What follows belongs to an exercise in optimizing a design on an open flow for small area, a short achievable clock period and few clock cycles per item; a production flow would make more cautious choices.
The RTL was checked by simulation tests, not by an equivalence proof against the original design.

==> flow/design.v, too long to show whole: its modules and the start of the top module <==
// module nbhd_sharpen: 91 lines
// module nbhd_sobel_grad: 169 lines
// module nbhd_lin: 204 lines
// module nbhd_sobel_mag: 19 lines
// module nbhd_sobel_sq: 159 lines
// module nbhd_sqrt_a: 45 lines
// module nbhd_sqrt_b: 28 lines
// module nbhd_median: 32 lines
// module nbhd_filter: 83 lines
module nbhd_filter (
    input  wire        clk,
    input  wire        rst,         
    input  wire        in_valid,
    output wire        in_ready,
    input  wire [1:0]  in_op,       
    input  wire [71:0] in_win,
    output wire        out_valid,
    output wire [7:0]  out_pix
);
  // ...
==> flow/flow/run.sh <==
#!/bin/bash
# The standard layout (standard.sh), with every input and output port
# buffered by a plain buf_1 cell instead of the buffer_ports default, and
# clock tree synthesis without dummy loads.
set -euo pipefail
export BUFFER_PORTS_ARGS="-buffer_cell sky130_fd_sc_hd__buf_1"
export CTS_ARGS="-sink_clustering_enable -repair_clock_nets -dont_use_dummy_load"
bash standard.sh > standard.log 2>&1
==> flow/standard.sh <==
#!/bin/bash
# synth_recipe.tcl (not shown) runs the flow's synth.tcl, then flattens the netlist and writes it again
# the make line also repeats each setting of config.mk as NAME=value (left out here)
make -C /OpenROAD-flow-scripts/flow DESIGN_CONFIG=/design/flow/config.mk WORK_HOME=/design/flow/orfs CLKGATE_MAP_FILE= SYNTH_SCRIPT=/design/flow/synth_recipe.tcl "${@:-finish}"
==> flow/config.mk <==
export PLATFORM = sky130hd
export DESIGN_NAME = nbhd_filter
export DESIGN_NICKNAME = nbhd_filter
export VERILOG_FILES = /design/flow/design.v
export SDC_FILE = /design/flow/constraint.sdc
export NUM_CORES = 4
export LEC_CHECK = 0
export ABC_AREA = 1
export CAP_MARGIN = 20
export CORE_MARGIN = 2
export CORE_UTILIZATION = 60
export SLEW_MARGIN = 20
==> flow/constraint.sdc <==
create_clock -name core_clock -period 35.0 [get_ports {clk}]
set_input_delay 7.0000 -clock core_clock [delete_from_list [all_inputs] [get_ports {clk}]]
set_output_delay 7.0000 -clock core_clock [all_outputs]
set_load 0.01 [all_outputs]
==> summary.txt, run 1 <==
Setup path
  • Crit path buf inv count: 1
  • Slowest cell delay on critical path: 0.32 ns
  • Origin of the critical flop-to-flop path: s1_win[64]
  • CP required: 28.00 ns
  • CP startpoint: s5_pix[0]
  • Critical path fanouts, max: 1

Detailed routing
  • Residual DRC: 0
  • Top Layer Used: met4

Placed design
  • Total placed cells including tap cells: 2,765
  • GPL Wtd Cong: 1.09
  • Placement Setup Slack: 27.55 ns

Timing
  • Max Fclk: 127 MHz
  • Final Skew: 0.0227 ns
  • Fin crit period: 7.90 ns
  • Final hold viol count: 0
  • Slew margin rel.: 37.3%
  • RSZ-0062 raised after global routing: false

Floorplan
  • Die Area: 28,500 um2
  • Row cnt: 60
  • Tap Count: 341

Global route
  • Vias in the first global route: 15,100
  • Met3 Use GR: 4.56%
  • GR Layer Usage met1: 42.0%
  • Initial antenna violation count: 0
  • Busiest grt layer: met2
  • Global routing usage on met2: 62.0%

Yosys
  • Post-synthesis sequential element count: 145
  • Syn nets: 2,718
  • Largest family of logic cells by synthesized area: adder cells
  • Library cells used by synthesis: 59
  • Synth Area in Simple Gates: 23.1%
  • Count leader, synth: nand2_1
  • Multiplexer share of the synthesized area: 0.0614%
  • Leading area contributor after synthesis: dfxtp_1
  • EDFF count, synth: 0

Run
  • Max-cap violations: 0

Clocking
  • Reg clk slew, reported paths: 0.07 ns
  • H-tree depth: 4

Final layout
  • Register area: 2900 um2
  • Non-clock buffer total of the final layout: 88

Outcome
  • Outcome: no timing/DRC/antenna violations

Hold path
  • Worst Hold End: s4_m[0]
Testbench counts, summed over its fixed seeds: cycles 24,032, items 24,000.
==> module nbhd_lin, before the edit <==
module nbhd_lin (
    input  wire [71:0] win,
    input  wire        sh,
    output wire [10:0] x,
    output wire [10:0] sy
);
    wire [7:0] n0 = win[7:0],   n1 = win[15:8],  n2 = win[23:16];
    wire [7:0] n3 = win[31:24], n4 = win[39:32], n5 = win[47:40];
    wire [7:0] n6 = win[55:48], n7 = win[63:56], n8 = win[71:64];
    wire ls_0 = (sh ? ~n1[1] : ~n0[0]) ^ (sh ? ~n3[1] : ~n6[0]);
    wire ls_1 = (sh ? ~n1[1] : ~n0[0]) & (sh ? ~n3[1] : ~n6[0]);
    wire ls_2 = (sh ? ~n1[2] : ~n0[1]) ^ (sh ? ~n3[2] : ~n6[1]) ^ (sh ? ~n5[2] : n2[1]);
    wire ls_3 = ((sh ? ~n1[2] : ~n0[1]) & (sh ? ~n3[2] : ~n6[1])) | ((sh ? ~n5[2] : n2[1]) & ((sh ? ~n1[2] : ~n0[1]) ^ (sh ? ~n3[2] : ~n6[1])));
    wire ls_4 = (sh ? ~n1[3] : ~n0[2]) ^ (sh ? ~n3[3] : ~n6[2]);
    wire ls_5 = (sh ? ~n1[3] : ~n0[2]) & (sh ? ~n3[3] : ~n6[2]);
    wire ls_6 = (sh ? ~n1[4] : ~n0[3]) ^ (sh ? ~n3[4] : ~n6[3]);
    wire ls_7 = (sh ? ~n1[4] : ~n0[3]) & (sh ? ~n3[4] : ~n6[3]);
    wire ls_8 = (sh ? ~n1[5] : ~n0[4]) ^ (sh ? ~n3[5] : ~n6[4]);
    wire ls_9 = (sh ? ~n1[5] : ~n0[4]) & (sh ? ~n3[5] : ~n6[4]);
    wire ls_10 = (sh ? ~n1[6] : ~n0[5]) ^ (sh ? ~n3[6] : ~n6[5]);
    wire ls_11 = (sh ? ~n1[6] : ~n0[5]) & (sh ? ~n3[6] : ~n6[5]);
    wire ls_12 = (sh ? ~n1[7] : ~n0[6]) ^ (sh ? ~n3[7] : ~n6[6]);
    wire ls_13 = (sh ? ~n1[7] : ~n0[6]) & (sh ? ~n3[7] : ~n6[6]);
    wire ls_14 = (sh ? 1'b1 : ~n0[7]) ^ (sh ? 1'b1 : ~n6[7]);
    wire ls_15 = (sh ? 1'b1 : ~n0[7]) & (sh ? 1'b1 : ~n6[7]);
    wire ls_16 = 1'b1 ^ 1'b1;
    wire ls_17 = 1'b1 & 1'b1;
    wire ls_18 = (sh ? ~n1[0] : 1'b1) ^ (sh ? ~n3[0] : 1'b1) ^ (sh & ~n5[0]);
    wire ls_19 = ((sh ? ~n1[0] : 1'b1) & (sh ? ~n3[0] : 1'b1)) | ((sh & ~n5[0]) & ((sh ? ~n1[0] : 1'b1) ^ (sh ? ~n3[0] : 1'b1)));
    wire ls_20 = (sh ? ~n5[1] : n2[0]) ^ (sh ? ~n7[1] : n8[0]) ^ (sh & n4[0]);
    wire ls_21 = ((sh ? ~n5[1] : n2[0]) & (sh ? ~n7[1] : n8[0])) | ((sh & n4[0]) & ((sh ? ~n5[1] : n2[0]) ^ (sh ? ~n7[1] : n8[0])));
    wire ls_22 = (~sh & 1'b1) ^ ~sh;
    wire ls_23 = (~sh & 1'b1) & ~sh;
    wire ls_24 = (sh ? ~n7[2] : n8[1]) ^ (sh ? n4[1] : n5[0]) ^ (sh ? n4[0] : ~n3[0]);
    wire ls_25 = ((sh ? ~n7[2] : n8[1]) & (sh ? n4[1] : n5[0])) | ((sh ? n4[0] : ~n3[0]) & ((sh ? ~n7[2] : n8[1]) ^ (sh ? n4[1] : n5[0])));
    wire ls_26 = sh ^ ls_2 ^ ls_1;
    wire ls_27 = (sh & ls_2) | (ls_1 & (sh ^ ls_2));
    wire ls_28 = (sh ? ~n5[3] : n2[2]) ^ (sh ? ~n7[3] : n8[2]) ^ (sh ? n4[2] : n5[1]);
    wire ls_29 = ((sh ? ~n5[3] : n2[2]) & (sh ? ~n7[3] : n8[2])) | ((sh ? n4[2] : n5[1]) & ((sh ? ~n5[3] : n2[2]) ^ (sh ? ~n7[3] : n8[2])));
    wire ls_30 = (sh ? n4[1] : ~n3[1]) ^ ls_4 ^ ls_3;
    wire ls_31 = ((sh ? n4[1] : ~n3[1]) & ls_4) | (ls_3 & ((sh ? n4[1] : ~n3[1]) ^ ls_4));
    wire ls_32 = (sh ? ~n5[4] : n2[3]) ^ (sh ? ~n7[4] : n8[3]) ^ (sh ? n4[3] : n5[2]);
    wire ls_33 = ((sh ? ~n5[4] : n2[3]) & (sh ? ~n7[4] : n8[3])) | ((sh ? n4[3] : n5[2]) & ((sh ? ~n5[4] : n2[3]) ^ (sh ? ~n7[4] : n8[3])));
    wire ls_34 = (sh ? n4[2] : ~n3[2]) ^ ls_6 ^ ls_5;
    wire ls_35 = ((sh ? n4[2] : ~n3[2]) & ls_6) | (ls_5 & ((sh ? n4[2] : ~n3[2]) ^ ls_6));
    wire ls_36 = (sh ? ~n5[5] : n2[4]) ^ (sh ? ~n7[5] : n8[4]) ^ (sh ? n4[4] : n5[3]);
    wire ls_37 = ((sh ? ~n5[5] : n2[4]) & (sh ? ~n7[5] : n8[4])) | ((sh ? n4[4] : n5[3]) & ((sh ? ~n5[5] : n2[4]) ^ (sh ? ~n7[5] : n8[4])));
    wire ls_38 = (sh ? n4[3] : ~n3[3]) ^ ls_8 ^ ls_7;
    wire ls_39 = ((sh ? n4[3] : ~n3[3]) & ls_8) | (ls_7 & ((sh ? n4[3] : ~n3[3]) ^ ls_8));
    wire ls_40 = (sh ? ~n5[6] : n2[5]) ^ (sh ? ~n7[6] : n8[5]) ^ (sh ? n4[5] : n5[4]);
    wire ls_41 = ((sh ? ~n5[6] : n2[5]) & (sh ? ~n7[6] : n8[5])) | ((sh ? n4[5] : n5[4]) & ((sh ? ~n5[6] : n2[5]) ^ (sh ? ~n7[6] : n8[5])));
    wire ls_42 = (sh ? n4[4] : ~n3[4]) ^ ls_10 ^ ls_9;
    wire ls_43 = ((sh ? n4[4] : ~n3[4]) & ls_10) | (ls_9 & ((sh ? n4[4] : ~n3[4]) ^ ls_10));
    wire ls_44 = (sh ? ~n5[7] : n2[6]) ^ (sh ? ~n7[7] : n8[6]) ^ (sh ? n4[6] : n5[5]);
    wire ls_45 = ((sh ? ~n5[7] : n2[6]) & (sh ? ~n7[7] : n8[6])) | ((sh ? n4[6] : n5[5]) & ((sh ? ~n5[7] : n2[6]) ^ (sh ? ~n7[7] : n8[6])));
    wire ls_46 = (sh ? n4[5] : ~n3[5]) ^ ls_12 ^ ls_11;
    wire ls_47 = ((sh ? n4[5] : ~n3[5]) & ls_12) | (ls_11 & ((sh ? n4[5] : ~n3[5]) ^ ls_12));
    wire ls_48 = (sh ? 1'b1 : n2[7]) ^ (sh ? 1'b1 : n8[7]) ^ (sh ? n4[7] : n5[6]);
    wire ls_49 = ((sh ? 1'b1 : n2[7]) & (sh ? 1'b1 : n8[7])) | ((sh ? n4[7] : n5[6]) & ((sh ? 1'b1 : n2[7]) ^ (sh ? 1'b1 : n8[7])));
    wire ls_50 = (sh ? n4[6] : ~n3[6]) ^ ls_14 ^ ls_13;
    wire ls_51 = ((sh ? n4[6] : ~n3[6]) & ls_14) | (ls_13 & ((sh ? n4[6] : ~n3[6]) ^ ls_14));
    wire ls_52 = (sh & 1'b1) ^ (sh & 1'b1) ^ (~sh & n5[7]);
    wire ls_53 = ((sh & 1'b1) & (sh & 1'b1)) | ((~sh & n5[7]) & ((sh & 1'b1) ^ (sh & 1'b1)));
    wire ls_54 = (sh ? n4[7] : ~n3[7]) ^ ls_16 ^ ls_15;
    wire ls_55 = ((sh ? n4[7] : ~n3[7]) & ls_16) | (ls_15 & ((sh ? n4[7] : ~n3[7]) ^ ls_16));
    wire ls_56 = 1'b1 ^ 1'b1 ^ (sh & 1'b1);
    wire ls_57 = (1'b1 & 1'b1) | ((sh & 1'b1) & (1'b1 ^ 1'b1));
    wire ls_58 = (sh & 1'b1) ^ (~sh & 1'b1) ^ ls_17;
    wire ls_59 = ((sh & 1'b1) & (~sh & 1'b1)) | (ls_17 & ((sh & 1'b1) ^ (~sh & 1'b1)));
    wire ls_60 = 1'b1 ^ 1'b1 ^ (sh & 1'b1);
    wire ls_61 = (1'b1 & 1'b1) | ((sh & 1'b1) & (1'b1 ^ 1'b1));
    wire ls_62 = (sh & 1'b1) ^ (~sh & 1'b1);
    wire ls_63 = (sh & 1'b1) & (~sh & 1'b1);
    wire ls_64 = (sh & ~n7[0]) ^ (~sh & 1'b1);
    wire ls_65 = (sh & ~n7[0]) & (~sh & 1'b1);
    wire ls_66 = ls_0 ^ ls_20 ^ ls_22;
    wire ls_67 = (ls_0 & ls_20) | (ls_22 & (ls_0 ^ ls_20));
    wire ls_68 = ls_24 ^ ls_26 ^ ls_21;
    wire ls_69 = (ls_24 & ls_26) | (ls_21 & (ls_24 ^ ls_26));
    wire ls_70 = ls_28 ^ ls_30 ^ ls_25;
    wire ls_71 = (ls_28 & ls_30) | (ls_25 & (ls_28 ^ ls_30));
    wire ls_72 = ls_32 ^ ls_34 ^ ls_29;
    wire ls_73 = (ls_32 & ls_34) | (ls_29 & (ls_32 ^ ls_34));
    wire ls_74 = ls_36 ^ ls_38 ^ ls_33;
    wire ls_75 = (ls_36 & ls_38) | (ls_33 & (ls_36 ^ ls_38));
    wire ls_76 = ls_40 ^ ls_42 ^ ls_37;
    wire ls_77 = (ls_40 & ls_42) | (ls_37 & (ls_40 ^ ls_42));
    wire ls_78 = ls_44 ^ ls_46 ^ ls_41;
    wire ls_79 = (ls_44 & ls_46) | (ls_41 & (ls_44 ^ ls_46));
    wire ls_80 = ls_48 ^ ls_50 ^ ls_45;
    wire ls_81 = (ls_48 & ls_50) | (ls_45 & (ls_48 ^ ls_50));
    wire ls_82 = ls_52 ^ ls_54 ^ ls_49;
    wire ls_83 = (ls_52 & ls_54) | (ls_49 & (ls_52 ^ ls_54));
    wire ls_84 = ls_56 ^ ls_58 ^ ls_53;
    wire ls_85 = (ls_56 & ls_58) | (ls_53 & (ls_56 ^ ls_58));
    wire ls_86 = ls_60 ^ ls_62 ^ ls_57;
    wire ls_87 = (ls_60 & ls_62) | (ls_57 & (ls_60 ^ ls_62));
    wire ls_88 = ls_18 ^ ls_64;
    wire ls_89 = ls_18 & ls_64;
    wire ls_90 = ls_19 ^ ls_66 ^ ls_65;
    wire ls_91 = (ls_19 & ls_66) | (ls_65 & (ls_19 ^ ls_66));
    wire ls_92 = ls_23 ^ ls_68 ^ ls_67;
    wire ls_93 = (ls_23 & ls_68) | (ls_67 & (ls_23 ^ ls_68));
    wire ls_94 = ls_27 ^ ls_70 ^ ls_69;
    wire ls_95 = (ls_27 & ls_70) | (ls_69 & (ls_27 ^ ls_70));
    wire ls_96 = ls_31 ^ ls_72 ^ ls_71;
    wire ls_97 = (ls_31 & ls_72) | (ls_71 & (ls_31 ^ ls_72));
    wire ls_98 = ls_35 ^ ls_74 ^ ls_73;
    wire ls_99 = (ls_35 & ls_74) | (ls_73 & (ls_35 ^ ls_74));
    wire ls_100 = ls_39 ^ ls_76 ^ ls_75;
    wire ls_101 = (ls_39 & ls_76) | (ls_75 & (ls_39 ^ ls_76));
    wire ls_102 = ls_43 ^ ls_78 ^ ls_77;
    wire ls_103 = (ls_43 & ls_78) | (ls_77 & (ls_43 ^ ls_78));
    wire ls_104 = ls_47 ^ ls_80 ^ ls_79;
    wire ls_105 = (ls_47 & ls_80) | (ls_79 & (ls_47 ^ ls_80));
    wire ls_106 = ls_51 ^ ls_82 ^ ls_81;
    wire ls_107 = (ls_51 & ls_82) | (ls_81 & (ls_51 ^ ls_82));
    wire ls_108 = ls_55 ^ ls_84 ^ ls_83;
    wire ls_109 = (ls_55 & ls_84) | (ls_83 & (ls_55 ^ ls_84));
    wire ls_110 = ls_59 ^ ls_86 ^ ls_85;
    wire ls_111 = (ls_59 & ls_86) | (ls_85 & (ls_59 ^ ls_86));
    wire [11:0] lx = {ls_110, ls_108, ls_106, ls_104, ls_102, ls_100, ls_98, ls_96, ls_94, ls_92, ls_90, 1'b1} + {ls_109, ls_107, ls_105, ls_103, ls_101, ls_99, ls_97, ls_95, ls_93, ls_91, ls_89, ls_88};
    wire gy_0 = n6[2] ^ n7[1];
    wire gy_1 = n6[2] & n7[1];
    wire gy_2 = n6[3] ^ n7[2];
    wire gy_3 = n6[3] & n7[2];
    wire gy_4 = n6[4] ^ n7[3];
    wire gy_5 = n6[4] & n7[3];
    wire gy_6 = n6[5] ^ n7[4];
    wire gy_7 = n6[5] & n7[4];
    wire gy_8 = n6[6] ^ n7[5];
    wire gy_9 = n6[6] & n7[5];
    wire gy_10 = n6[7] ^ n7[6];
    wire gy_11 = n6[7] & n7[6];
    wire gy_12 = n6[1] ^ n7[0] ^ n8[1];
    wire gy_13 = (n6[1] & n7[0]) | (n8[1] & (n6[1] ^ n7[0]));
    wire gy_14 = n0[2] ^ n1[1] ^ n2[2];
    wire gy_15 = (n0[2] & n1[1]) | (n2[2] & (n0[2] ^ n1[1]));
    wire gy_16 = n8[2] ^ gy_0;
    wire gy_17 = n8[2] & gy_0;
    wire gy_18 = n8[3] ^ gy_2 ^ gy_1;
    wire gy_19 = (n8[3] & gy_2) | (gy_1 & (n8[3] ^ gy_2));
    wire gy_20 = n0[3] ^ n1[2] ^ n2[3];
    wire gy_21 = (n0[3] & n1[2]) | (n2[3] & (n0[3] ^ n1[2]));
    wire gy_22 = n8[4] ^ gy_4 ^ gy_3;
    wire gy_23 = (n8[4] & gy_4) | (gy_3 & (n8[4] ^ gy_4));
    wire gy_24 = n0[4] ^ n1[3] ^ n2[4];
    wire gy_25 = (n0[4] & n1[3]) | (n2[4] & (n0[4] ^ n1[3]));
    wire gy_26 = n8[5] ^ gy_6 ^ gy_5;
    wire gy_27 = (n8[5] & gy_6) | (gy_5 & (n8[5] ^ gy_6));
    wire gy_28 = n0[5] ^ n1[4] ^ n2[5];
    wire gy_29 = (n0[5] & n1[4]) | (n2[5] & (n0[5] ^ n1[4]));
    wire gy_30 = n8[6] ^ gy_8 ^ gy_7;
    wire gy_31 = (n8[6] & gy_8) | (gy_7 & (n8[6] ^ gy_8));
    wire gy_32 = n0[6] ^ n1[5] ^ n2[6];
    wire gy_33 = (n0[6] & n1[5]) | (n2[6] & (n0[6] ^ n1[5]));
    wire gy_34 = n8[7] ^ gy_10 ^ gy_9;
    wire gy_35 = (n8[7] & gy_10) | (gy_9 & (n8[7] ^ gy_10));
    wire gy_36 = n0[7] ^ n1[6] ^ n2[7];
    wire gy_37 = (n0[7] & n1[6]) | (n2[7] & (n0[7] ^ n1[6]));
    wire gy_38 = n7[7] ^ gy_11;
    wire gy_39 = n7[7] & gy_11;
    wire gy_40 = n6[0] ^ n8[0];
    wire gy_41 = n6[0] & n8[0];
    wire gy_42 = n0[1] ^ n1[0] ^ n2[1];
    wire gy_43 = (n0[1] & n1[0]) | (n2[1] & (n0[1] ^ n1[0]));
    wire gy_44 = gy_16 ^ gy_13 ^ 1'b1;
    wire gy_45 = (gy_16 & gy_13) | (1'b1 & (gy_16 ^ gy_13));
    wire gy_46 = gy_18 ^ gy_17 ^ (~gy_20);
    wire gy_47 = (gy_18 & gy_17) | ((~gy_20) & (gy_18 ^ gy_17));
    wire gy_48 = gy_22 ^ gy_19 ^ (~gy_24);
    wire gy_49 = (gy_22 & gy_19) | ((~gy_24) & (gy_22 ^ gy_19));
    wire gy_50 = gy_26 ^ gy_23 ^ (~gy_28);
    wire gy_51 = (gy_26 & gy_23) | ((~gy_28) & (gy_26 ^ gy_23));
    wire gy_52 = gy_30 ^ gy_27 ^ (~gy_32);
    wire gy_53 = (gy_30 & gy_27) | ((~gy_32) & (gy_30 ^ gy_27));
    wire gy_54 = gy_34 ^ gy_31 ^ (~gy_36);
    wire gy_55 = (gy_34 & gy_31) | ((~gy_36) & (gy_34 ^ gy_31));
    wire gy_56 = gy_38 ^ gy_35 ^ (~n1[7]);
    wire gy_57 = (gy_38 & gy_35) | ((~n1[7]) & (gy_38 ^ gy_35));
    wire gy_58 = n0[0] ^ n2[0];
    wire gy_59 = ~(n0[0] | n2[0]);
    wire gy_60 = gy_12 ^ gy_41 ^ (~gy_42);
    wire gy_61 = (gy_12 & gy_41) | ((~gy_42) & (gy_12 ^ gy_41));
    wire gy_62 = gy_14 ^ gy_43 ^ (~gy_44);
    wire gy_63 = (gy_14 & gy_43) | ((~gy_44) & (gy_14 ^ gy_43));
    wire gy_64 = gy_46 ^ gy_45 ^ (~gy_15);
    wire gy_65 = (gy_46 & gy_45) | ((~gy_15) & (gy_46 ^ gy_45));
    wire gy_66 = gy_48 ^ gy_47 ^ (~gy_21);
    wire gy_67 = (gy_48 & gy_47) | ((~gy_21) & (gy_48 ^ gy_47));
    wire gy_68 = gy_50 ^ gy_49 ^ (~gy_25);
    wire gy_69 = (gy_50 & gy_49) | ((~gy_25) & (gy_50 ^ gy_49));
    wire gy_70 = gy_52 ^ gy_51 ^ (~gy_29);
    wire gy_71 = (gy_52 & gy_51) | ((~gy_29) & (gy_52 ^ gy_51));
    wire gy_72 = gy_54 ^ gy_53 ^ (~gy_33);
    wire gy_73 = (gy_54 & gy_53) | ((~gy_33) & (gy_54 ^ gy_53));
    wire gy_74 = gy_56 ^ gy_55 ^ (~gy_37);
    wire gy_75 = (gy_56 & gy_55) | ((~gy_37) & (gy_56 ^ gy_55));
    wire gy_76 = gy_39 ^ gy_57;
    wire gy_77 = gy_39 & gy_57;
    wire [10:0] sy_w = {1'b1, gy_76, gy_74, gy_72, gy_70, gy_68, gy_66, gy_64, ~gy_62, gy_60, gy_40} + {gy_77, gy_75, gy_73, gy_71, gy_69, gy_67, gy_65, ~gy_63, gy_61, gy_59, gy_58};
    assign x  = (sh & lx[11]) ? 11'd0 : lx[11:1];
    assign sy = sy_w;
endmodule
==> module nbhd_median, before the edit <==
module nbhd_median (
    input  wire [71:0] win,
    output wire [7:0]  pix
);
    function lt8(input [7:0] a, input [7:0] b);
        reg c; integer i;
        begin
            c = 1'b0;
            for (i = 0; i < 8; i = i + 1) c = (~a[i] & b[i]) | (~a[i] & c) | (b[i] & c);
            lt8 = c;
        end
    endfunction
    function [23:0] sort3(input [7:0] a, input [7:0] b, input [7:0] c);
        reg ba, cb, ca;
        reg [7:0] lo, md, hi;
        begin
            ba = lt8(b, a); cb = lt8(c, b); ca = lt8(c, a);
            lo = (~ba & ~ca) ? a : (ba & ~cb) ? b : c;
            hi = (ba & ca) ? a : (~ba & cb) ? b : c;
            md = (ba ^ ca) ? a : (ba ^ ~cb) ? b : c;
            sort3 = {hi, md, lo};
        end
    endfunction
    wire [23:0] r0 = sort3(win[7:0],   win[15:8],  win[23:16]);
    wire [23:0] r1 = sort3(win[31:24], win[39:32], win[47:40]);
    wire [23:0] r2 = sort3(win[55:48], win[63:56], win[71:64]);
    wire [23:0] c0 = sort3(r0[7:0],   r1[7:0],   r2[7:0]);
    wire [23:0] c1 = sort3(r0[15:8],  r1[15:8],  r2[15:8]);
    wire [23:0] c2 = sort3(r0[23:16], r1[23:16], r2[23:16]);
    wire [23:0] f  = sort3(c0[23:16], c1[15:8], c2[7:0]);
    assign pix = f[15:8];
endmodule
==> run 2: changes to the inputs <==
--- a/flow/design.v
+++ b/flow/design.v
@@ -268,114 +268,114 @@
     wire [7:0] n3 = win[31:24], n4 = win[39:32], n5 = win[47:40];
     wire [7:0] n6 = win[55:48], n7 = win[63:56], n8 = win[71:64];
-    wire ls_0 = (sh ? ~n1[1] : ~n0[0]) ^ (sh ? ~n3[1] : ~n6[0]);
-    wire ls_1 = (sh ? ~n1[1] : ~n0[0]) & (sh ? ~n3[1] : ~n6[0]);
-    wire ls_2 = (sh ? ~n1[2] : ~n0[1]) ^ (sh ? ~n3[2] : ~n6[1]) ^ (sh ? ~n5[2] : n2[1]);
-    wire ls_3 = ((sh ? ~n1[2] : ~n0[1]) & (sh ? ~n3[2] : ~n6[1])) | ((sh ? ~n5[2] : n2[1]) & ((sh ? ~n1[2] : ~n0[1]) ^ (sh ? ~n3[2] : ~n6[1])));
-    wire ls_4 = (sh ? ~n1[3] : ~n0[2]) ^ (sh ? ~n3[3] : ~n6[2]);
-    wire ls_5 = (sh ? ~n1[3] : ~n0[2]) & (sh ? ~n3[3] : ~n6[2]);
-    wire ls_6 = (sh ? ~n1[4] : ~n0[3]) ^ (sh ? ~n3[4] : ~n6[3]);
-    wire ls_7 = (sh ? ~n1[4] : ~n0[3]) & (sh ? ~n3[4] : ~n6[3]);
-    wire ls_8 = (sh ? ~n1[5] : ~n0[4]) ^ (sh ? ~n3[5] : ~n6[4]);
-    wire ls_9 = (sh ? ~n1[5] : ~n0[4]) & (sh ? ~n3[5] : ~n6[4]);
-    wire ls_10 = (sh ? ~n1[6] : ~n0[5]) ^ (sh ? ~n3[6] : ~n6[5]);
-    wire ls_11 = (sh ? ~n1[6] : ~n0[5]) & (sh ? ~n3[6] : ~n6[5]);
-    wire ls_12 = (sh ? ~n1[7] : ~n0[6]) ^ (sh ? ~n3[7] : ~n6[6]);
-    wire ls_13 = (sh ? ~n1[7] : ~n0[6]) & (sh ? ~n3[7] : ~n6[6]);
-    wire ls_14 = (sh ? 1'b1 : ~n0[7]) ^ (sh ? 1'b1 : ~n6[7]);
-    wire ls_15 = (sh ? 1'b1 : ~n0[7]) & (sh ? 1'b1 : ~n6[7]);
-    wire ls_16 = 1'b1 ^ 1'b1;
-    wire ls_17 = 1'b1 & 1'b1;
-    wire ls_18 = (sh ? ~n1[0] : 1'b1) ^ (sh ? ~n3[0] : 1'b1) ^ (sh & ~n5[0]);
-    wire ls_19 = ((sh ? ~n1[0] : 1'b1) & (sh ? ~n3[0] : 1'b1)) | ((sh & ~n5[0]) & ((sh ? ~n1[0] : 1'b1) ^ (sh ? ~n3[0] : 1'b1)));
-    wire ls_20 = (sh ? ~n5[1] : n2[0]) ^ (sh ? ~n7[1] : n8[0]) ^ (sh & n4[0]);
-    wire ls_21 = ((sh ? ~n5[1] : n2[0]) & (sh ? ~n7[1] : n8[0])) | ((sh & n4[0]) & ((sh ? ~n5[1] : n2[0]) ^ (sh ? ~n7[1] : n8[0])));
-    wire ls_22 = (~sh & 1'b1) ^ ~sh;
-    wire ls_23 = (~sh & 1'b1) & ~sh;
-    wire ls_24 = (sh ? ~n7[2] : n8[1]) ^ (sh ? n4[1] : n5[0]) ^ (sh ? n4[0] : ~n3[0]);
-    wire ls_25 = ((sh ? ~n7[2] : n8[1]) & (sh ? n4[1] : n5[0])) | ((sh ? n4[0] : ~n3[0]) & ((sh ? ~n7[2] : n8[1]) ^ (sh ? n4[1] : n5[0])));
-    wire ls_26 = sh ^ ls_2 ^ ls_1;
-    wire ls_27 = (sh & ls_2) | (ls_1 & (sh ^ ls_2));
-    wire ls_28 = (sh ? ~n5[3] : n2[2]) ^ (sh ? ~n7[3] : n8[2]) ^ (sh ? n4[2] : n5[1]);
-    wire ls_29 = ((sh ? ~n5[3] : n2[2]) & (sh ? ~n7[3] : n8[2])) | ((sh ? n4[2] : n5[1]) & ((sh ? ~n5[3] : n2[2]) ^ (sh ? ~n7[3] : n8[2])));
-    wire ls_30 = (sh ? n4[1] : ~n3[1]) ^ ls_4 ^ ls_3;
-    wire ls_31 = ((sh ? n4[1] : ~n3[1]) & ls_4) | (ls_3 & ((sh ? n4[1] : ~n3[1]) ^ ls_4));
-    wire ls_32 = (sh ? ~n5[4] : n2[3]) ^ (sh ? ~n7[4] : n8[3]) ^ (sh ? n4[3] : n5[2]);
-    wire ls_33 = ((sh ? ~n5[4] : n2[3]) & (sh ? ~n7[4] : n8[3])) | ((sh ? n4[3] : n5[2]) & ((sh ? ~n5[4] : n2[3]) ^ (sh ? ~n7[4] : n8[3])));
-    wire ls_34 = (sh ? n4[2] : ~n3[2]) ^ ls_6 ^ ls_5;
-    wire ls_35 = ((sh ? n4[2] : ~n3[2]) & ls_6) | (ls_5 & ((sh ? n4[2] : ~n3[2]) ^ ls_6));
-    wire ls_36 = (sh ? ~n5[5] : n2[4]) ^ (sh ? ~n7[5] : n8[4]) ^ (sh ? n4[4] : n5[3]);
-    wire ls_37 = ((sh ? ~n5[5] : n2[4]) & (sh ? ~n7[5] : n8[4])) | ((sh ? n4[4] : n5[3]) & ((sh ? ~n5[5] : n2[4]) ^ (sh ? ~n7[5] : n8[4])));
-    wire ls_38 = (sh ? n4[3] : ~n3[3]) ^ ls_8 ^ ls_7;
-    wire ls_39 = ((sh ? n4[3] : ~n3[3]) & ls_8) | (ls_7 & ((sh ? n4[3] : ~n3[3]) ^ ls_8));
-    wire ls_40 = (sh ? ~n5[6] : n2[5]) ^ (sh ? ~n7[6] : n8[5]) ^ (sh ? n4[5] : n5[4]);
-    wire ls_41 = ((sh ? ~n5[6] : n2[5]) & (sh ? ~n7[6] : n8[5])) | ((sh ? n4[5] : n5[4]) & ((sh ? ~n5[6] : n2[5]) ^ (sh ? ~n7[6] : n8[5])));
-    wire ls_42 = (sh ? n4[4] : ~n3[4]) ^ ls_10 ^ ls_9;
-    wire ls_43 = ((sh ? n4[4] : ~n3[4]) & ls_10) | (ls_9 & ((sh ? n4[4] : ~n3[4]) ^ ls_10));
-    wire ls_44 = (sh ? ~n5[7] : n2[6]) ^ (sh ? ~n7[7] : n8[6]) ^ (sh ? n4[6] : n5[5]);
-    wire ls_45 = ((sh ? ~n5[7] : n2[6]) & (sh ? ~n7[7] : n8[6])) | ((sh ? n4[6] : n5[5]) & ((sh ? ~n5[7] : n2[6]) ^ (sh ? ~n7[7] : n8[6])));
-    wire ls_46 = (sh ? n4[5] : ~n3[5]) ^ ls_12 ^ ls_11;
-    wire ls_47 = ((sh ? n4[5] : ~n3[5]) & ls_12) | (ls_11 & ((sh ? n4[5] : ~n3[5]) ^ ls_12));
-    wire ls_48 = (sh ? 1'b1 : n2[7]) ^ (sh ? 1'b1 : n8[7]) ^ (sh ? n4[7] : n5[6]);
-    wire ls_49 = ((sh ? 1'b1 : n2[7]) & (sh ? 1'b1 : n8[7])) | ((sh ? n4[7] : n5[6]) & ((sh ? 1'b1 : n2[7]) ^ (sh ? 1'b1 : n8[7])));
-    wire ls_50 = (sh ? n4[6] : ~n3[6]) ^ ls_14 ^ ls_13;
-    wire ls_51 = ((sh ? n4[6] : ~n3[6]) & ls_14) | (ls_13 & ((sh ? n4[6] : ~n3[6]) ^ ls_14));
-    wire ls_52 = (sh & 1'b1) ^ (sh & 1'b1) ^ (~sh & n5[7]);
-    wire ls_53 = ((sh & 1'b1) & (sh & 1'b1)) | ((~sh & n5[7]) & ((sh & 1'b1) ^ (sh & 1'b1)));
-    wire ls_54 = (sh ? n4[7] : ~n3[7]) ^ ls_16 ^ ls_15;
-    wire ls_55 = ((sh ? n4[7] : ~n3[7]) & ls_16) | (ls_15 & ((sh ? n4[7] : ~n3[7]) ^ ls_16));
-    wire ls_56 = 1'b1 ^ 1'b1 ^ (sh & 1'b1);
-    wire ls_57 = (1'b1 & 1'b1) | ((sh & 1'b1) & (1'b1 ^ 1'b1));
-    wire ls_58 = (sh & 1'b1) ^ (~sh & 1'b1) ^ ls_17;
-    wire ls_59 = ((sh & 1'b1) & (~sh & 1'b1)) | (ls_17 & ((sh & 1'b1) ^ (~sh & 1'b1)));
-    wire ls_60 = 1'b1 ^ 1'b1 ^ (sh & 1'b1);
-    wire ls_61 = (1'b1 & 1'b1) | ((sh & 1'b1) & (1'b1 ^ 1'b1));
-    wire ls_62 = (sh & 1'b1) ^ (~sh & 1'b1);
-    wire ls_63 = (sh & 1'b1) & (~sh & 1'b1);
-    wire ls_64 = (sh & ~n7[0]) ^ (~sh & 1'b1);
-    wire ls_65 = (sh & ~n7[0]) & (~sh & 1'b1);
+    wire ls_0 = (sh ? ~n5[1] : n2[0]) ^ (sh ? ~n7[1] : n8[0]);
+    wire ls_1 = (sh ? ~n5[1] : n2[0]) & (sh ? ~n7[1] : n8[0]);
+    wire ls_2 = (sh ? ~n5[2] : n2[1]) ^ (sh ? ~n7[2] : n8[1]) ^ (sh ? n4[1] : n5[0]);
+    wire ls_3 = ((sh ? ~n5[2] : n2[1]) & (sh ? ~n7[2] : n8[1])) | ((sh ? n4[1] : n5[0]) & ((sh ? ~n5[2] : n2[1]) ^ (sh ? ~n7[2] : n8[1])));
+    wire ls_4 = (sh ? ~n5[3] : n2[2]) ^ (sh ? ~n7[3] : n8[2]);
+    wire ls_5 = (sh ? ~n5[3] : n2[2]) & (sh ? ~n7[3] : n8[2]);
+    wire ls_6 = (sh ? ~n5[4] : n2[3]) ^ (sh ? ~n7[4] : n8[3]);
+    wire ls_7 = (sh ? ~n5[4] : n2[3]) & (sh ? ~n7[4] : n8[3]);
+    wire ls_8 = (sh ? ~n5[5] : n2[4]) ^ (sh ? ~n7[5] : n8[4]);
+    wire ls_9 = (sh ? ~n5[5] : n2[4]) & (sh ? ~n7[5] : n8[4]);
+    wire ls_10 = (sh ? ~n5[6] : n2[5]) ^ (sh ? ~n7[6] : n8[5]);
+    wire ls_11 = (sh ? ~n5[6] : n2[5]) & (sh ? ~n7[6] : n8[5]);
+    wire ls_12 = (sh ? ~n5[7] : n2[6]) ^ (sh ? ~n7[7] : n8[6]);
+    wire ls_13 = (sh ? ~n5[7] : n2[6]) & (sh ? ~n7[7] : n8[6]);
+    wire ls_14 = (sh | n2[7]) ^ (sh | n8[7]);
+    wire ls_15 = (sh | n2[7]) & (sh | n8[7]);
+    wire ls_16 = sh ^ sh;
+    wire ls_17 = sh & sh;
+    wire ls_18 = (sh & n1[0]) ^ (sh & n3[0]) ^ (~sh | n5[0]);
+    wire ls_19 = ((sh & n1[0]) & (sh & n3[0])) | ((~sh | n5[0]) & ((sh & n1[0]) ^ (sh & n3[0])));
+    wire ls_20 = (sh & n4[0]) ^ ~sh ^ ~sh;
+    wire ls_21 = ((sh & n4[0]) & ~sh) | (~sh & ((sh & n4[0]) ^ ~sh));
+    wire ls_22 = (sh ? n1[1] : n0[0]) ^ (sh ? n3[1] : n6[0]);
+    wire ls_23 = ~((sh ? n1[1] : n0[0]) | (sh ? n3[1] : n6[0]));
+    wire ls_24 = sh ^ ls_2 ^ ls_1;
+    wire ls_25 = (sh & ls_2) | (ls_1 & (sh ^ ls_2));
+    wire ls_26 = (sh ? n1[2] : n0[1]) ^ (sh ? n3[2] : n6[1]) ^ (sh ? ~n4[0] : n3[0]);
+    wire ls_27 = ((sh ? n1[2] : n0[1]) & (sh ? n3[2] : n6[1])) | ((sh ? ~n4[0] : n3[0]) & ((sh ? n1[2] : n0[1]) ^ (sh ? n3[2] : n6[1])));
+    wire ls_28 = (sh ? n4[2] : n5[1]) ^ ls_4 ^ ls_3;
+    wire ls_29 = ((sh ? n4[2] : n5[1]) & ls_4) | (ls_3 & ((sh ? n4[2] : n5[1]) ^ ls_4));
+    wire ls_30 = (sh ? n1[3] : n0[2]) ^ (sh ? n3[3] : n6[2]) ^ (sh ? ~n4[1] : n3[1]);
+    wire ls_31 = ((sh ? n1[3] : n0[2]) & (sh ? n3[3] : n6[2])) | ((sh ? ~n4[1] : n3[1]) & ((sh ? n1[3] : n0[2]) ^ (sh ? n3[3] : n6[2])));
+    wire ls_32 = (sh ? n4[3] : n5[2]) ^ ls_6 ^ ls_5;
+    wire ls_33 = ((sh ? n4[3] : n5[2]) & ls_6) | (ls_5 & ((sh ? n4[3] : n5[2]) ^ ls_6));
+    wire ls_34 = (sh ? n1[4] : n0[3]) ^ (sh ? n3[4] : n6[3]) ^ (sh ? ~n4[2] : n3[2]);
+    wire ls_35 = ((sh ? n1[4] : n0[3]) & (sh ? n3[4] : n6[3])) | ((sh ? ~n4[2] : n3[2]) & ((sh ? n1[4] : n0[3]) ^ (sh ? n3[4] : n6[3])));
+    wire ls_36 = (sh ? n4[4] : n5[3]) ^ ls_8 ^ ls_7;
+    wire ls_37 = ((sh ? n4[4] : n5[3]) & ls_8) | (ls_7 & ((sh ? n4[4] : n5[3]) ^ ls_8));
+    wire ls_38 = (sh ? n1[5] : n0[4]) ^ (sh ? n3[5] : n6[4]) ^ (sh ? ~n4[3] : n3[3]);
+    wire ls_39 = ((sh ? n1[5] : n0[4]) & (sh ? n3[5] : n6[4])) | ((sh ? ~n4[3] : n3[3]) & ((sh ? n1[5] : n0[4]) ^ (sh ? n3[5] : n6[4])));
+    wire ls_40 = (sh ? n4[5] : n5[4]) ^ ls_10 ^ ls_9;
+    wire ls_41 = ((sh ? n4[5] : n5[4]) & ls_10) | (ls_9 & ((sh ? n4[5] : n5[4]) ^ ls_10));
+    wire ls_42 = (sh ? n1[6] : n0[5]) ^ (sh ? n3[6] : n6[5]) ^ (sh ? ~n4[4] : n3[4]);
+    wire ls_43 = ((sh ? n1[6] : n0[5]) & (sh ? n3[6] : n6[5])) | ((sh ? ~n4[4] : n3[4]) & ((sh ? n1[6] : n0[5]) ^ (sh ? n3[6] : n6[5])));
+    wire ls_44 = (sh ? n4[6] : n5[5]) ^ ls_12 ^ ls_11;
+    wire ls_45 = ((sh ? n4[6] : n5[5]) & ls_12) | (ls_11 & ((sh ? n4[6] : n5[5]) ^ ls_12));
+    wire ls_46 = (sh ? n1[7] : n0[6]) ^ (sh ? n3[7] : n6[6]) ^ (sh ? ~n4[5] : n3[5]);
+    wire ls_47 = ((sh ? n1[7] : n0[6]) & (sh ? n3[7] : n6[6])) | ((sh ? ~n4[5] : n3[5]) & ((sh ? n1[7] : n0[6]) ^ (sh ? n3[7] : n6[6])));
+    wire ls_48 = (sh ? n4[7] : n5[6]) ^ ls_14 ^ ls_13;
+    wire ls_49 = ((sh ? n4[7] : n5[6]) & ls_14) | (ls_13 & ((sh ? n4[7] : n5[6]) ^ ls_14));
+    wire ls_50 = (~sh & n0[7]) ^ (~sh & n6[7]) ^ (sh ? ~n4[6] : n3[6]);
+    wire ls_51 = ((~sh & n0[7]) & (~sh & n6[7])) | ((sh ? ~n4[6] : n3[6]) & ((~sh & n0[7]) ^ (~sh & n6[7])));
+    wire ls_52 = (~sh & n5[7]) ^ ls_16 ^ ls_15;
+    wire ls_53 = ((~sh & n5[7]) & ls_16) | (ls_15 & ((~sh & n5[7]) ^ ls_16));
+    wire ls_54 = (sh ? ~n4[7] : n3[7]) ^ 1'b0 ^ 1'b0;
+    wire ls_55 = ((sh ? ~n4[7] : n3[7]) & 1'b0) | (1'b0 & ((sh ? ~n4[7] : n3[7]) ^ 1'b0));
+    wire ls_56 = sh ^ sh ^ ~sh;
+    wire ls_57 = (sh & sh) | (~sh & (sh ^ sh));
+    wire ls_58 = ls_17 ^ 1'b1 ^ 1'b1;
+    wire ls_59 = (ls_17 & 1'b1) | (1'b1 & (ls_17 ^ 1'b1));
+    wire ls_60 = sh ^ sh ^ ~sh;
+    wire ls_61 = (sh & sh) | (~sh & (sh ^ sh));
+    wire ls_62 = 1'b1 ^ 1'b1;
+    wire ls_63 = 1'b1 & 1'b1;
+    wire ls_64 = (~sh | n7[0]) ^ ls_18;
+    wire ls_65 = ~((~sh | n7[0]) | ls_18);
     wire ls_66 = ls_0 ^ ls_20 ^ ls_22;
     wire ls_67 = (ls_0 & ls_20) | (ls_22 & (ls_0 ^ ls_20));
-    wire ls_68 = ls_24 ^ ls_26 ^ ls_21;
-    wire ls_69 = (ls_24 & ls_26) | (ls_21 & (ls_24 ^ ls_26));
-    wire ls_70 = ls_28 ^ ls_30 ^ ls_25;
-    wire ls_71 = (ls_28 & ls_30) | (ls_25 & (ls_28 ^ ls_30));
-    wire ls_72 = ls_32 ^ ls_34 ^ ls_29;
-    wire ls_73 = (ls_32 & ls_34) | (ls_29 & (ls_32 ^ ls_34));
-    wire ls_74 = ls_36 ^ ls_38 ^ ls_33;
-    wire ls_75 = (ls_36 & ls_38) | (ls_33 & (ls_36 ^ ls_38));
-    wire ls_76 = ls_40 ^ ls_42 ^ ls_37;
-    wire ls_77 = (ls_40 & ls_42) | (ls_37 & (ls_40 ^ ls_42));
-    wire ls_78 = ls_44 ^ ls_46 ^ ls_41;
-    wire ls_79 = (ls_44 & ls_46) | (ls_41 & (ls_44 ^ ls_46));
-    wire ls_80 = ls_48 ^ ls_50 ^ ls_45;
-    wire ls_81 = (ls_48 & ls_50) | (ls_45 & (ls_48 ^ ls_50));
-    wire ls_82 = ls_52 ^ ls_54 ^ ls_49;
-    wire ls_83 = (ls_52 & ls_54) | (ls_49 & (ls_52 ^ ls_54));
+    wire ls_68 = ls_24 ^ ls_21 ^ ls_23;
+    wire ls_69 = (ls_24 & ls_21) | (ls_23 & (ls_24 ^ ls_21));
+    wire ls_70 = ls_28 ^ ls_25 ^ (~ls_30);
+    wire ls_71 = (ls_28 & ls_25) | ((~ls_30) & (ls_28 ^ ls_25));
+    wire ls_72 = ls_32 ^ ls_29 ^ (~ls_34);
+    wire ls_73 = (ls_32 & ls_29) | ((~ls_34) & (ls_32 ^ ls_29));
+    wire ls_74 = ls_36 ^ ls_33 ^ (~ls_38);
+    wire ls_75 = (ls_36 & ls_33) | ((~ls_38) & (ls_36 ^ ls_33));
+    wire ls_76 = ls_40 ^ ls_37 ^ (~ls_42);
+    wire ls_77 = (ls_40 & ls_37) | ((~ls_42) & (ls_40 ^ ls_37));
+    wire ls_78 = ls_44 ^ ls_41 ^ (~ls_46);
+    wire ls_79 = (ls_44 & ls_41) | ((~ls_46) & (ls_44 ^ ls_41));
+    wire ls_80 = ls_48 ^ ls_45 ^ (~ls_50);
+    wire ls_81 = (ls_48 & ls_45) | ((~ls_50) & (ls_48 ^ ls_45));
+    wire ls_82 = ls_52 ^ ls_49 ^ (~ls_54);
+    wire ls_83 = (ls_52 & ls_49) | ((~ls_54) & (ls_52 ^ ls_49));
     wire ls_84 = ls_56 ^ ls_58 ^ ls_53;
     wire ls_85 = (ls_56 & ls_58) | (ls_53 & (ls_56 ^ ls_58));
     wire ls_86 = ls_60 ^ ls_62 ^ ls_57;
     wire ls_87 = (ls_60 & ls_62) | (ls_57 & (ls_60 ^ ls_62));
-    wire ls_88 = ls_18 ^ ls_64;
-    wire ls_89 = ls_18 & ls_64;
-    wire ls_90 = ls_19 ^ ls_66 ^ ls_65;
-    wire ls_91 = (ls_19 & ls_66) | (ls_65 & (ls_19 ^ ls_66));
-    wire ls_92 = ls_23 ^ ls_68 ^ ls_67;
-    wire ls_93 = (ls_23 & ls_68) | (ls_67 & (ls_23 ^ ls_68));
-    wire ls_94 = ls_27 ^ ls_70 ^ ls_69;
-    wire ls_95 = (ls_27 & ls_70) | (ls_69 & (ls_27 ^ ls_70));
-    wire ls_96 = ls_31 ^ ls_72 ^ ls_71;
-    wire ls_97 = (ls_31 & ls_72) | (ls_71 & (ls_31 ^ ls_72));
-    wire ls_98 = ls_35 ^ ls_74 ^ ls_73;
-    wire ls_99 = (ls_35 & ls_74) | (ls_73 & (ls_35 ^ ls_74));
-    wire ls_100 = ls_39 ^ ls_76 ^ ls_75;
-    wire ls_101 = (ls_39 & ls_76) | (ls_75 & (ls_39 ^ ls_76));
-    wire ls_102 = ls_43 ^ ls_78 ^ ls_77;
-    wire ls_103 = (ls_43 & ls_78) | (ls_77 & (ls_43 ^ ls_78));
-    wire ls_104 = ls_47 ^ ls_80 ^ ls_79;
-    wire ls_105 = (ls_47 & ls_80) | (ls_79 & (ls_47 ^ ls_80));
-    wire ls_106 = ls_51 ^ ls_82 ^ ls_81;
-    wire ls_107 = (ls_51 & ls_82) | (ls_81 & (ls_51 ^ ls_82));
-    wire ls_108 = ls_55 ^ ls_84 ^ ls_83;
-    wire ls_109 = (ls_55 & ls_84) | (ls_83 & (ls_55 ^ ls_84));
+    wire ls_88 = ~sh ^ ls_64;
+    wire ls_89 = ~sh & ls_64;
+    wire ls_90 = ls_66 ^ ls_65 ^ (~ls_19);
+    wire ls_91 = (ls_66 & ls_65) | ((~ls_19) & (ls_66 ^ ls_65));
+    wire ls_92 = ls_68 ^ ls_67 ^ (~ls_26);
+    wire ls_93 = (ls_68 & ls_67) | ((~ls_26) & (ls_68 ^ ls_67));
+    wire ls_94 = ls_70 ^ ls_69 ^ (~ls_27);
+    wire ls_95 = (ls_70 & ls_69) | ((~ls_27) & (ls_70 ^ ls_69));
+    wire ls_96 = ls_72 ^ ls_71 ^ (~ls_31);
+    wire ls_97 = (ls_72 & ls_71) | ((~ls_31) & (ls_72 ^ ls_71));
+    wire ls_98 = ls_74 ^ ls_73 ^ (~ls_35);
+    wire ls_99 = (ls_74 & ls_73) | ((~ls_35) & (ls_74 ^ ls_73));
+    wire ls_100 = ls_76 ^ ls_75 ^ (~ls_39);
+    wire ls_101 = (ls_76 & ls_75) | ((~ls_39) & (ls_76 ^ ls_75));
+    wire ls_102 = ls_78 ^ ls_77 ^ (~ls_43);
+    wire ls_103 = (ls_78 & ls_77) | ((~ls_43) & (ls_78 ^ ls_77));
+    wire ls_104 = ls_80 ^ ls_79 ^ (~ls_47);
+    wire ls_105 = (ls_80 & ls_79) | ((~ls_47) & (ls_80 ^ ls_79));
+    wire ls_106 = ls_82 ^ ls_81 ^ (~ls_51);
+    wire ls_107 = (ls_82 & ls_81) | ((~ls_51) & (ls_82 ^ ls_81));
+    wire ls_108 = ls_84 ^ ls_83 ^ (~ls_55);
+    wire ls_109 = (ls_84 & ls_83) | ((~ls_55) & (ls_84 ^ ls_83));
     wire ls_110 = ls_59 ^ ls_86 ^ ls_85;
     wire ls_111 = (ls_59 & ls_86) | (ls_85 & (ls_59 ^ ls_86));
@@ -728,10 +728,14 @@
     function [23:0] sort3(input [7:0] a, input [7:0] b, input [7:0] c);
         reg ba, cb, ca;
+        reg la, lb, lc, ha, hb, hc, ma, mb, mc;
         reg [7:0] lo, md, hi;
         begin
             ba = lt8(b, a); cb = lt8(c, b); ca = lt8(c, a);
-            lo = (~ba & ~ca) ? a : (ba & ~cb) ? b : c;
-            hi = (ba & ca) ? a : (~ba & cb) ? b : c;
-            md = (ba ^ ca) ? a : (ba ^ ~cb) ? b : c;
+            la = ~ba & ~ca; lb = ba & ~cb; lc = ~(la | lb);
+            ha = ba & ca;   hb = ~ba & cb; hc = ~(ha | hb);
+            ma = ba ^ ca;   mb = ~ma & ~(ba ^ cb); mc = ~(ma | mb);
+            lo = ({8{la}} & a) | ({8{lb}} & b) | ({8{lc}} & c);
+            hi = ({8{ha}} & a) | ({8{hb}} & b) | ({8{hc}} & c);
+            md = ({8{ma}} & a) | ({8{mb}} & b) | ({8{mc}} & c);
             sort3 = {hi, md, lo};
         end
==> flow/flow/run.sh (replaced) <==
#!/bin/bash
# The standard layout (standard.sh), with every input and output port
# buffered by a plain buf_1 cell instead of the buffer_ports default.
set -euo pipefail
export BUFFER_PORTS_ARGS="-buffer_cell sky130_fd_sc_hd__buf_1"
bash standard.sh > standard.log 2>&1
==> run 2 against run 1 <==
Against the previous run:
- critical endpoint is now out_pix[1]
- hold slack gained 0.024 ns
- global-route usage grew 1.4 points
- highest routed layer is now met5
- still clean
==> summary.txt, run 2 <==
Placed design
  • DP HPWL: 41,100 um (was 39,600 um)
  • Placement Setup Slack: 27.55 ns (about the same)
  • Port bufs: 85 (unchanged)
  • Placed Area: 16,900 um2 (about the same)
  • GPL Wtd Cong: 1.03 (was 1.09)
  • Total placed cells including tap cells: 2,789 (was 2,765)

Clocking
  • Num CTS Buffers: 17 (unchanged)
  • TritonCTS clock tree: built (unchanged)
  • Resized cells post-CTS: 0 (unchanged)
  • Reg clk slew, reported paths: 0.07 ns (about the same)
  • H-tree depth: 4 (unchanged)
  • CTS Buffer Depth: 2 (unchanged)
  • Num Clock Sinks: 145 (unchanged)
  • CTS Hold Bufs: 0 (unchanged)
  • Clk Latency, worst-skew pair: 0.44 ns (was 0.43 ns)
  • Root Driver: clkbuf_16 (unchanged)
  • Setup Buffers After CTS: 0 (unchanged)

Setup path
  • CP required: 28.00 ns (about the same)
  • CP Capture Point: out_pix[1] (was out_pix[0])
  • Crit path DAT: 0.90 ns (about the same)
  • Slowest cell delay on critical path: 0.32 ns (about the same)
  • CP top delay family: flip-flops (unchanged)
  • CP startpoint: s5_pix[1] (was s5_pix[0])
  • CP endpoint kind: primary output (unchanged)
  • Startpoint types: register (unchanged)
  • Crit path buf inv count: 1 (unchanged)
  • RR Endpoint: s2_x[5] (was s2_x[4])
  • Worst path cell trace: buf_1 (unchanged)
  • WP depth: 1 (unchanged)
  • Slowest CP cell: dfxtp_1 (unchanged)
  • WS Path Type: reg -> out (unchanged)
  • R2R cell count: 32 (was 47)
  • Critical path fanouts, max: 1 (unchanged)
  • R2r setup slk: 28.22 ns (was 27.62 ns)
  • Origin of the critical flop-to-flop path: s1_sh (was s1_win[64])

Yosys
  • Post-Synthesis Cells: 2,384 (was 2,378)
  • Synthesized area: 16,200 um2 (was 16,300 um2)
  • Syn nets: 2,717 (was 2,718)
  • Top cells by area, synth: dfxtp_1, fa_1, nand2_1, ha_1, inv_1 (was dfxtp_1, fa_1, nand2_1, inv_1, ha_1)
  • Most frequent cells after synthesis: nand2_1, inv_1, nor2_1, dfxtp_1, ha_1 (was nand2_1, inv_1, o21ai_0, ha_1, dfxtp_1)
  • Post-synthesis sequential area ratio: 17.9% (was 17.8%)
  • Ys Warns: 2 (unchanged)
  • Post-synth ARST share: 0% (unchanged)
  • Count leader, synth: nand2_1 (unchanged)
  • Post-synth top area share: 17.9% (was 17.8%)
  • Post-synthesis sequential element count: 145 (unchanged)
  • Top_reg_cell synth: dfxtp_1 (unchanged)
  • Library cells used by synthesis: 62 (was 59)
  • EDFF count, synth: 0 (unchanged)
  • Leading area contributor after synthesis: dfxtp_1 (unchanged)
  • Syn_area_per_cell: 6.80 um2 (was 6.86 um2)

Detailed routing
  • Top Layer Used: met5 (was met4)
  • Antenna Nets Post-Route: 0 (unchanged)
  • Met2 WL: 22,900 um (was 23,800 um)
  • Met1 wire length: 19,800 um (was 19,400 um)
  • Via count: 15,700 (was 15,500)
  • Vias per cell: 5.57 (was 5.58)
  • DR WL met3: 4380 um (was 3230 um)
  • Post-DR wirelength/cell: 17.9 um (was 17.6 um)
  • Drt pass-1 iters: 7 (was 6)
  • WL final: 50,600 um (was 49,100 um)
  • Residual DRC: 0 (unchanged)
  • Initial DRC count: 1,586 (was 1,207)

Global route
  • Total routing usage reported by global routing: 36.5% (was 35.1%)
  • Initial antenna violation count: 1 (was 0)
  • Vias in the first global route: 15,400 (was 15,100)
  • First-pass GRT wire length: 80,300 um (was 77,700 um)
  • GRT overflow: 0 (unchanged)
  • Pin count of the biggest net entering global routing: 52 (was 44)

Final layout
  • Diode count: 0 (unchanged)
  • Commonest non-fill, non-tap cell in the layout: nand2_1 (unchanged)
  • Biggest regs: s1_win: 72 flops, s3_m: 16 flops (unchanged)
  • Largest Register: s1_win (unchanged)
  • Nets: 2,800 (was 2,783)
  • Non-filler cells, final: 2,821 (was 2,782)
  • Cell area after layout: 17,500 um2 (was 17,300 um2)
  • Commonest non-fill, non-tap cells in the layout: nand2_1, inv_1, nor2_1, dfxtp_1, ha_1 (was nand2_1, inv_1, o21ai_0, ha_1, dfxtp_1)
  • Max FFs per register: 72 (unchanged)
  • Layout cell share with drive strength beyond 1: 8.91% (was 4.63%)
  • Layout overhead on the synthesized area: 7.87% (was 6.00%)

Floorplan
  • Number of I/O pins: 87 (unchanged)
  • Die Area: 28,400 um2 (was 28,500 um2)
  • Die Wd: 168 um (was 169 um)
  • Chip height: 168 um (was 169 um)
  • Floorplan core area: 26,700 um2 (was 26,800 um2)
  • Starting density of the core: 60.7% (was 60.8%)
  • Row cnt: 60 (unchanged)

Timing
  • Period utilisation layout: 22.6% (about the same)
  • Final Skew: 0.0165 ns (was 0.0227 ns)
  • PnR worst setup slack: 27.10 ns (about the same)
  • Final hold viol count: 0 (unchanged)
  • Max Fclk: 127 MHz (about the same)
  • Slew Viols, Final: 0 (unchanged)
  • Final setup TNS: 0 ns (unchanged)
  • RSZ-0062 raised after global routing: false (unchanged)
  • Final setup vio count: 0 (unchanged)
  • Slew margin rel.: 47.5% (was 37.3%)
  • Worst Max-Slew Pin Slew: 0.788 ns (was 0.930 ns)
  • Fin crit period: 7.90 ns (about the same)

Hold path
  • Hold/Removal Path Class: reg -> reg (unchanged)

Outcome
  • Outcome: no timing/DRC/antenna violations (unchanged)

Run
  • Max-cap violations: 0 (unchanged)
[run 2: routing by layer]
metal  global-route usage [%]  up-vias
met5                        0        -
met2                     60.3      753
met4                     21.6        2
met1                     45.2     7147
li1                         -     7634
met3                     5.88      183
[run 2: logic make-up after synthesis]
kind of cell,share of synthesized area [%]
other,0.0231
AOI/OAI and AO/OA,13.8
DFF,17.9
adders and majority gates,25.1
buffers and inverters,12.5
xor gates and xnor gates,2.59
muxes,0.123
and+or+nand+nor,27.9
[run 2: layout make-up]
| class | instances | area [um2] |
|---|---|---|
| Clock buffer | 17 | 425 |
| Clock inverter | 15 | 185 |
| Fill cell | 2500 | 9230 |
| Inverter | 513 | 1930 |
| Multi-Input combinational cell | 1702 | 11300 |
| Sequential cell | 145 | 2900 |
| Tap cell | 341 | 427 |
| Timing Repair Buffer | 88 | 342 |
[run 2: metrics by stage]
step	hold WS, ns	utilization (%)
after floorplan	0.331	-
after global placement	0.348	63.2
after detailed placement	0.350	63.2
after CTS	0.362	65.5
after global routing	0.364	65.5
final	0.360	65.5
[run 2: how the worst min path moves through the flow]
stage	from	endpoint	depth (start not counted)
2_1_floorplan	s3_m[3]	s4_m[3]	0
3_3_place_gp	s3_m[0]	s4_m[0]	0
3_5_place_dp	s3_m[0]	s4_m[0]	0
4_1_cts	s3_m[2]	s4_m[2]	0
5_1_grt	s3_m[2]	s4_m[2]	0
6_report	s3_m[1]	s4_m[1]	0
Testbench counts of run 2, summed over its fixed seeds: cycles 24,032, items 24,000.
==> run 3: changes to the inputs <==
==> flow/flow/run.sh (replaced) <==
#!/bin/bash
# The standard layout (standard.sh), with every input and output port
# buffered by a plain buf_1 cell instead of the buffer_ports default, and
# clock tree synthesis without dummy loads.
set -euo pipefail
export BUFFER_PORTS_ARGS="-buffer_cell sky130_fd_sc_hd__buf_1"
export CTS_ARGS="-sink_clustering_enable -repair_clock_nets -dont_use_dummy_load"
bash standard.sh > standard.log 2>&1
==> run 3 against run 2 <==
Against the previous run:
- die area unchanged
- register-to-register slack about the same
- synthesized cell count unchanged
- routed wire length decreased by 0.71%
- critical path depth unchanged
- sequential cell count unchanged
- final area decreased by 1.1%
- hold slack got worse by 0.0077 ns
==> summary.txt, run 3 <==
Setup path
  • Slowest cell delay on critical path: 0.32 ns (about the same)
  • Worst path cell trace: buf_1 (unchanged)
  • Startpoint types: register (unchanged)
  • CP endpoint kind: primary output (unchanged)
  • CP required: 28.00 ns (about the same)
  • WS Path Type: reg -> out (unchanged)
  • Crit path DAT: 0.89 ns (was 0.90 ns)
  • Crit path buf inv count: 1 (unchanged)
  • Slowest CP cell: dfxtp_1 (unchanged)
  • CP top delay family: flip-flops (unchanged)
  • Critical path fanouts, max: 1 (unchanged)

Detailed routing
  • Via count: 15,600 (was 15,700)
  • Initial DRC count: 1,613 (was 1,586)
  • Residual DRC: 0 (unchanged)
  • WL final: 50,200 um (was 50,600 um)
  • Post-DR wirelength/cell: 17.9 um (about the same)
  • Drt pass-1 iters: 5 (was 7)
  • Vias per cell: 5.56 (was 5.57)
  • Antenna Nets Post-Route: 0 (unchanged)

Yosys
  • Synthesized area: 16,200 um2 (unchanged)
  • EDFF count, synth: 0 (unchanged)
  • Count leader, synth: nand2_1 (unchanged)
  • Post-synthesis sequential element count: 145 (unchanged)
  • Post-synthesis sequential area ratio: 17.9% (unchanged)
  • Syn_area_per_cell: 6.80 um2 (unchanged)
  • Post-synth ARST share: 0% (unchanged)
  • Ys Warns: 2 (unchanged)
  • Leading area contributor after synthesis: dfxtp_1 (unchanged)
  • Post-Synthesis Cells: 2,384 (unchanged)
  • Library cells used by synthesis: 62 (unchanged)
  • Syn nets: 2,717 (unchanged)
  • Post-synth top area share: 17.9% (unchanged)
  • Top_reg_cell synth: dfxtp_1 (unchanged)
  • Most frequent cells after synthesis: nand2_1, inv_1, nor2_1, dfxtp_1, ha_1 (unchanged)
  • Top cells by area, synth: dfxtp_1, fa_1, nand2_1, ha_1, inv_1 (unchanged)

Run
  • Max-cap violations: 0 (unchanged)

Clocking
  • Num Clock Sinks: 145 (unchanged)
  • CTS Hold Bufs: 0 (unchanged)
  • CTS Buffer Depth: 2 (unchanged)
  • Root Driver: clkbuf_16 (unchanged)
  • Num CTS Buffers: 17 (unchanged)
  • TritonCTS clock tree: built (unchanged)
  • H-tree depth: 4 (unchanged)
  • Clk Latency, worst-skew pair: 0.43 ns (was 0.44 ns)
  • Resized cells post-CTS: 0 (unchanged)
  • Setup Buffers After CTS: 0 (unchanged)
  • Reg clk slew, reported paths: 0.07 ns (about the same)

Global route
  • Initial antenna violation count: 1 (unchanged)
  • GR Layer Usage met1: 44.4% (was 45.2%)
  • GRT overflow: 0 (unchanged)
  • Global routing usage on met2: 59.3% (was 60.3%)
  • Vias in the first global route: 15,300 (was 15,400)
  • First-pass GRT wire length: 79,500 um (was 80,300 um)
  • Busiest grt layer: met2 (unchanged)
  • Met3 Use GR: 6.16% (was 5.88%)
  • Pin count of the biggest net entering global routing: 52 (unchanged)
  • Total routing usage reported by global routing: 36.2% (was 36.5%)

Timing
  • Worst Max-Slew Pin Slew: 0.827 ns (was 0.788 ns)
  • RSZ-0062 raised after global routing: false (unchanged)
  • Period utilisation layout: 22.6% (about the same)
  • Final setup vio count: 0 (unchanged)
  • Hold Slack: 0.353 ns (was 0.360 ns)
  • Final setup TNS: 0 ns (unchanged)
  • Fin crit period: 7.89 ns (was 7.90 ns)
  • Final Skew: 0.0270 ns (was 0.0165 ns)
  • Max Fclk: 127 MHz (about the same)
  • Slew Viols, Final: 0 (unchanged)
  • Slew margin rel.: 44.8% (was 47.5%)
  • Final hold viol count: 0 (unchanged)

Floorplan
  • Starting density of the core: 60.7% (unchanged)
  • Row cnt: 60 (unchanged)
  • Die Area: 28,400 um2 (unchanged)
  • Floorplan core area: 26,700 um2 (unchanged)
  • Die Wd: 168 um (unchanged)
  • Chip height: 168 um (unchanged)
  • Number of I/O pins: 87 (unchanged)

Final layout
  • Commonest non-fill, non-tap cell in the layout: nand2_1 (unchanged)
  • Commonest non-fill, non-tap cells in the layout: nand2_1, inv_1, nor2_1, dfxtp_1, ha_1 (unchanged)
  • Biggest regs: s1_win: 72 flops, s3_m: 16 flops (unchanged)
  • Largest Register: s1_win (unchanged)
  • Layout cell share with drive strength beyond 1: 8.36% (was 8.91%)
  • Multi-input logic area: 11,300 um2 (unchanged)
  • Nets: 2,800 (unchanged)
  • Diode count: 0 (unchanged)
  • Filler instances: 2,524 (was 2,500)
  • Register area: 2900 um2 (unchanged)
  • Max FFs per register: 72 (unchanged)
  • Layout overhead on the synthesized area: 6.73% (was 7.87%)

Hold path
  • Hold/Removal Path Class: reg -> reg (unchanged)

Placed design
  • Port bufs: 85 (unchanged)
  • GPL Wtd Cong: 1.03 (unchanged)
  • DP HPWL: 41,100 um (unchanged)

Outcome
  • Outcome: no timing/DRC/antenna violations (unchanged)
==> run 3: cell counts after synthesis <==
No cell type changed its count.
==> run 3: stage by stage <==
stage	worst slack [ns]	instances	cell area [um2]	utilization (%)
4_1_cts	27.10	2806	17300	64.8
6_report	27.11	2806	17300	64.8
2_1_floorplan	27.67	2384	16200	-
3_3_place_gp	27.57	2789	16900	63.2
5_1_grt	27.05	2806	17300	64.8
3_5_place_dp	27.55	2789	16900	63.2
==> run 3: cell type report <==
type                    instances  area share [%]
repair buffers                 88            1.97
multi-input cells            1702            65.2
clock buffers                  17            2.46
inverters                     513            11.1
flip-flops and latches        145            16.8
well taps                     341            2.46
==> run 3: final timing paths <==
kind | start | to | slack (ns) | cells past startpoint
worst min register to register | s3_m[2] | s4_m[2] | 0.35 | 0
worst max-delay path | s5_pix[1] | out_pix[1] | 27.11 | 1
worst max register to register | s1_sh | s2_x[6] | 28.21 | 32
worst min-delay path | s3_m[2] | s4_m[2] | 0.35 | 0
==> run 3: logic make-up (layout without fill, tap and decap cells) <==
logic type | Yosys count | in the layout | share of synthesized area, %
compound gates | 373 | 373 | 13.8
xor+xnor | 48 | 48 | 2.59
mux | 2 | 2 | 0.123
flops | 145 | 145 | 17.9
other cells | 1 | 1 | 0.0231
simple gates | 1022 | 1022 | 27.9
buf+inv | 537 | 618 | 12.5
fa+ha+maj | 256 | 256 | 25.1
==> run 3: metal layers <==
layer,share of wire [%],up-vias,wire [um]
li1,-,7617,-
met1,39,7056,19800
met3,8.4,168,4240
met4,7.3,2,3690
met2,45,759,22500
met5,0.022,-,11
==> run 3: worst register-to-register path, delay by kind of cell, from the launching register on <==
kind / cells / cell delay [ns]
buffers and inverters: 7 / 1.20
flip-flops: 1 / 0.30
AO/OA/AOI/OAI: 9 / 1.50
XOR/XNOR: 1 / 0.09
AND/OR/NAND/NOR: 10 / 1.11
adder cells (fa/ha/maj): 5 / 2.46

separate check: timing with driven ports:
The results above use ideal ports. As a check the final layouts listed here were re-extracted and re-timed, cells and wires unchanged.
Step 1, drivers: a clkbuf_16 drives clk and a buf_2 each remaining input, both assumed.
Step 2 also shifts input and output timing later by t, the mid clock arrival at the registers, as if the neighbouring blocks saw the same clock.
a / b / c = no drivers / after step 1 / after step 2; a / b = the first two.
run	shift t [ns]	setup slack, ns	clock arrival spread, ns	cell pins on the clock port's net
run 1	0.473	27.101 / 27.047 / 27.519	0.027 / 0.027	1
run 2	0.486	27.096 / 27.046 / 27.532	0.016 / 0.016	1
run 3	0.473	27.105 / 27.054 / 27.526	0.027 / 0.027	1
After both steps every run listed still meets setup and hold.
